This design comes from an exercise in tuning for small area on the open sky130 flow, not from production work. In this exercise RTL edits were held to simulation tests only and were not proved equivalent to the original. No driver is modelled on the clock port, so clocking that relies on it looks cheaper here than on a real chip. Power and IR drop assume default switching activity.

==> flow/design.v <==
module lmp_rx #(
    parameter T_GUARD = 40,
    parameter T_BIT   = 24,
    parameter CNT_W   = 16
) (
    input  wire             clk,
    input  wire             rst,
    input  wire             line_in,
    input  wire             rpt_ack,
    output wire             busy,
    output wire             out_valid,
    output wire             out_err,
    output wire [1:0]       out_code,
    output wire             out_type,
    output wire [15:0]      out_payload,
    output wire             out_parity,
    output wire [CNT_W-1:0] out_old,
    output wire [CNT_W-1:0] cnt_out
);
    localparam [4:0] T_A = 5'b00111;
    localparam [4:0] T_B = 5'b00110;
    localparam [4:0] S_0 = 5'b10101;
    reg        busy_r;
    reg [4:0]  tmr;
    reg [4:0]  step;
    reg [17:0] sr;
    reg        rp;
    reg [15:0] o_pay;
    reg [15:0] o_old;
    reg        o_type;
    reg        o_par;
    reg        o_perr;
    reg        fresh;
    wire wrap    = ~tmr[0] & tmr[1] & ~tmr[2] & ~tmr[4];      
    wire st1     = step[1] & ~step[2] & step[3];              
    wire st_skip = step[2] & ~step[3] & step[4];              
    wire st_dec  = ~step[0] & step[1] & step[4];              
    wire st_rpt  = step[0] & ~step[1] & step[2] & ~step[4];   
    wire rx      = busy_r & ~st_rpt;
    wire tick    = rx & wrap;
    wire sample  = tick & ~st_skip;      
    wire decode  = tick & st_dec;
    wire ack_rel = st_rpt & rpt_ack;
    wire        selp  = ~o_perr & o_type;
    wire        cin   = ~o_perr & ~o_type & ~fresh;
    wire [15:0] diff  = o_pay ^ o_old;
    wire        match = ~|diff;
    wire [16:0] carry;
    assign carry[0] = cin;
    genvar gi;
    generate
        for (gi = 0; gi < 16; gi = gi + 1) begin : g_cnt
            assign carry[gi+1] = carry[gi] & o_old[gi];
        end
    endgenerate
    wire [15:0] cnt = o_old ^ (({16{selp}} & diff) | carry[15:0]);
    always @(posedge clk) begin
        if (!rx)
            tmr <= T_B;
        else if (wrap)
            tmr <= st1 ? T_B : T_A;
        else
            tmr <= {tmr[3:0], ~(tmr[4] ^ tmr[1])};
        if (!busy_r)
            step <= S_0;
        else if (tick)
            step <= {step[3:0], ~(step[4] ^ step[1])};
        if (sample) begin
            sr <= {line_in, sr[17:1]};
            rp <= ~st1 & (rp ^ line_in);
        end
        if (rst)
            busy_r <= 1'b0;
        else if (!busy_r)
            busy_r <= line_in;
        else if (ack_rel)
            busy_r <= 1'b0;
        if (rst) begin
            o_pay  <= 16'd0;
            o_old  <= 16'd0;
            o_type <= 1'b0;
            o_par  <= 1'b0;
            o_perr <= 1'b0;
            fresh  <= 1'b1;
        end else if (decode) begin
            o_pay  <= sr[16:1];
            o_old  <= cnt;
            o_type <= sr[0];
            o_par  <= sr[17];
            o_perr <= rp;
            fresh  <= 1'b0;
        end
    end
    assign busy        = busy_r;
    assign out_valid   = busy_r & st_rpt;
    assign out_code    = {o_perr | (o_type & ~match), o_perr | (o_type & match)};
    assign out_err     = out_code[1];
    assign out_type    = o_type;
    assign out_payload = o_pay;
    assign out_parity  = o_par;
    assign out_old     = o_old;
    assign cnt_out     = cnt;
endmodule
Settings: LEC_CHECK=0, CAP_MARGIN=0, CORE_MARGIN=2, CORE_UTILIZATION=65, PLACE_DENSITY=0.8, SLEW_MARGIN=0; clock period 10.0 ns.
standard.sh (not shown) runs the stock make flow with config.mk's settings and CLKGATE_MAP_FILE= SYNTH_SCRIPT=/design/flow/synth_recipe.tcl, a recipe that flattens the netlist after the stock synthesis.
==> flow/flow/run.sh <==
#!/bin/bash
# The standard layout flow with these changes:
#  - synthesis is the standard one (same script, fsm/share skipped, same
#    flattening and renaming, same registers) except that ABC maps the
#    combinational logic with an area-oriented script (flow/area.abc);
#  - the port buffers are the smallest buffer (buf_1);
#  - the clock tree is built by flow/clktree.tcl (four clkbuf_8, each
#    driving a quarter of the flip-flops) before CTS; CTS, given the same buffer, then adds nothing.
set -uo pipefail
export MY_ABC_SCRIPT=$PWD/flow/area.abc
bash standard.sh \
  SYNTH_SCRIPT=$PWD/flow/synth.tcl \
  BUFFER_PORTS_ARGS="-buffer_cell sky130_fd_sc_hd__buf_1" \
  PRE_CTS_TCL=$PWD/flow/clktree.tcl \
  CTS_ARGS="-sink_clustering_enable -repair_clock_nets -dont_use_dummy_load -buf_list sky130_fd_sc_hd__clkbuf_8" \
  finish > standard.log 2>&1
Other scripts of this flow, unchanged in this note and not shown: flow/flow/area.abc, flow/flow/clktree.tcl, flow/flow/synth.tcl
Change:
--- a/flow/design.v
+++ b/flow/design.v
@@ -36,13 +36,13 @@
     wire st_skip = step[2] & ~step[3] & step[4];              
     wire st_dec  = ~step[0] & step[1] & step[4];              
     wire st_rpt  = step[0] & ~step[1] & step[2] & ~step[4];   
     wire rx      = busy_r & ~st_rpt;
     wire tick    = rx & wrap;
-    wire sample  = tick & ~st_skip;      
+    wire sample  = tick & ~st_skip & ~st_dec;
     wire decode  = tick & st_dec;
-    wire ack_rel = st_rpt & rpt_ack;
+    wire ack_rel = busy_r & st_rpt & rpt_ack;
     wire        selp  = ~o_perr & o_type;
     wire        cin   = ~o_perr & ~o_type & ~fresh;
     wire [15:0] diff  = o_pay ^ o_old;
     wire        match = ~|diff;
     wire [16:0] carry;
@@ -59,11 +59,11 @@
             tmr <= T_B;
         else if (wrap)
             tmr <= st1 ? T_B : T_A;
         else
             tmr <= {tmr[3:0], ~(tmr[4] ^ tmr[1])};
-        if (!busy_r)
+        if (rst || !busy_r || ack_rel)
             step <= S_0;
         else if (tick)
             step <= {step[3:0], ~(step[4] ^ step[1])};
         if (sample) begin
             sr <= {line_in, sr[17:1]};
What happened: The changed run passed the timing, DRC and antenna checks; die area rises by 0.73%; global-route usage rose by 1.9 points; combinational power goes up by about 9%; cell area went up by about 0.55%; clock skew shrinks by 3.9 ps.

==> afterwards: timing with drivers on the ports <==
The flow's constraints put no driver on any port. The routed layouts listed below were extracted and timed again, unchanged, in two steps.
Step 1, drivers: a clkbuf_16 drives clk and a buf_2 each remaining input, both assumed.
Step 2 times the ports against the registers' clock, not the clock port: input delays grow and output delays shrink by t, the midpoint of the rising clock arrivals with the driver on.
Three values: ideal ports, drivers, drivers and shift; two values: the first two.
run | t (ns) | setup WS [ns] | hold slack, ns
the first run | 0.213 | 4.328 / 4.273 / 4.486 | 0.456 / 0.456 / 0.456
the second run | 0.207 | 4.775 / 4.723 / 4.930 | 0.453 / 0.453 / 0.453
After both steps every run listed still meets setup and hold.
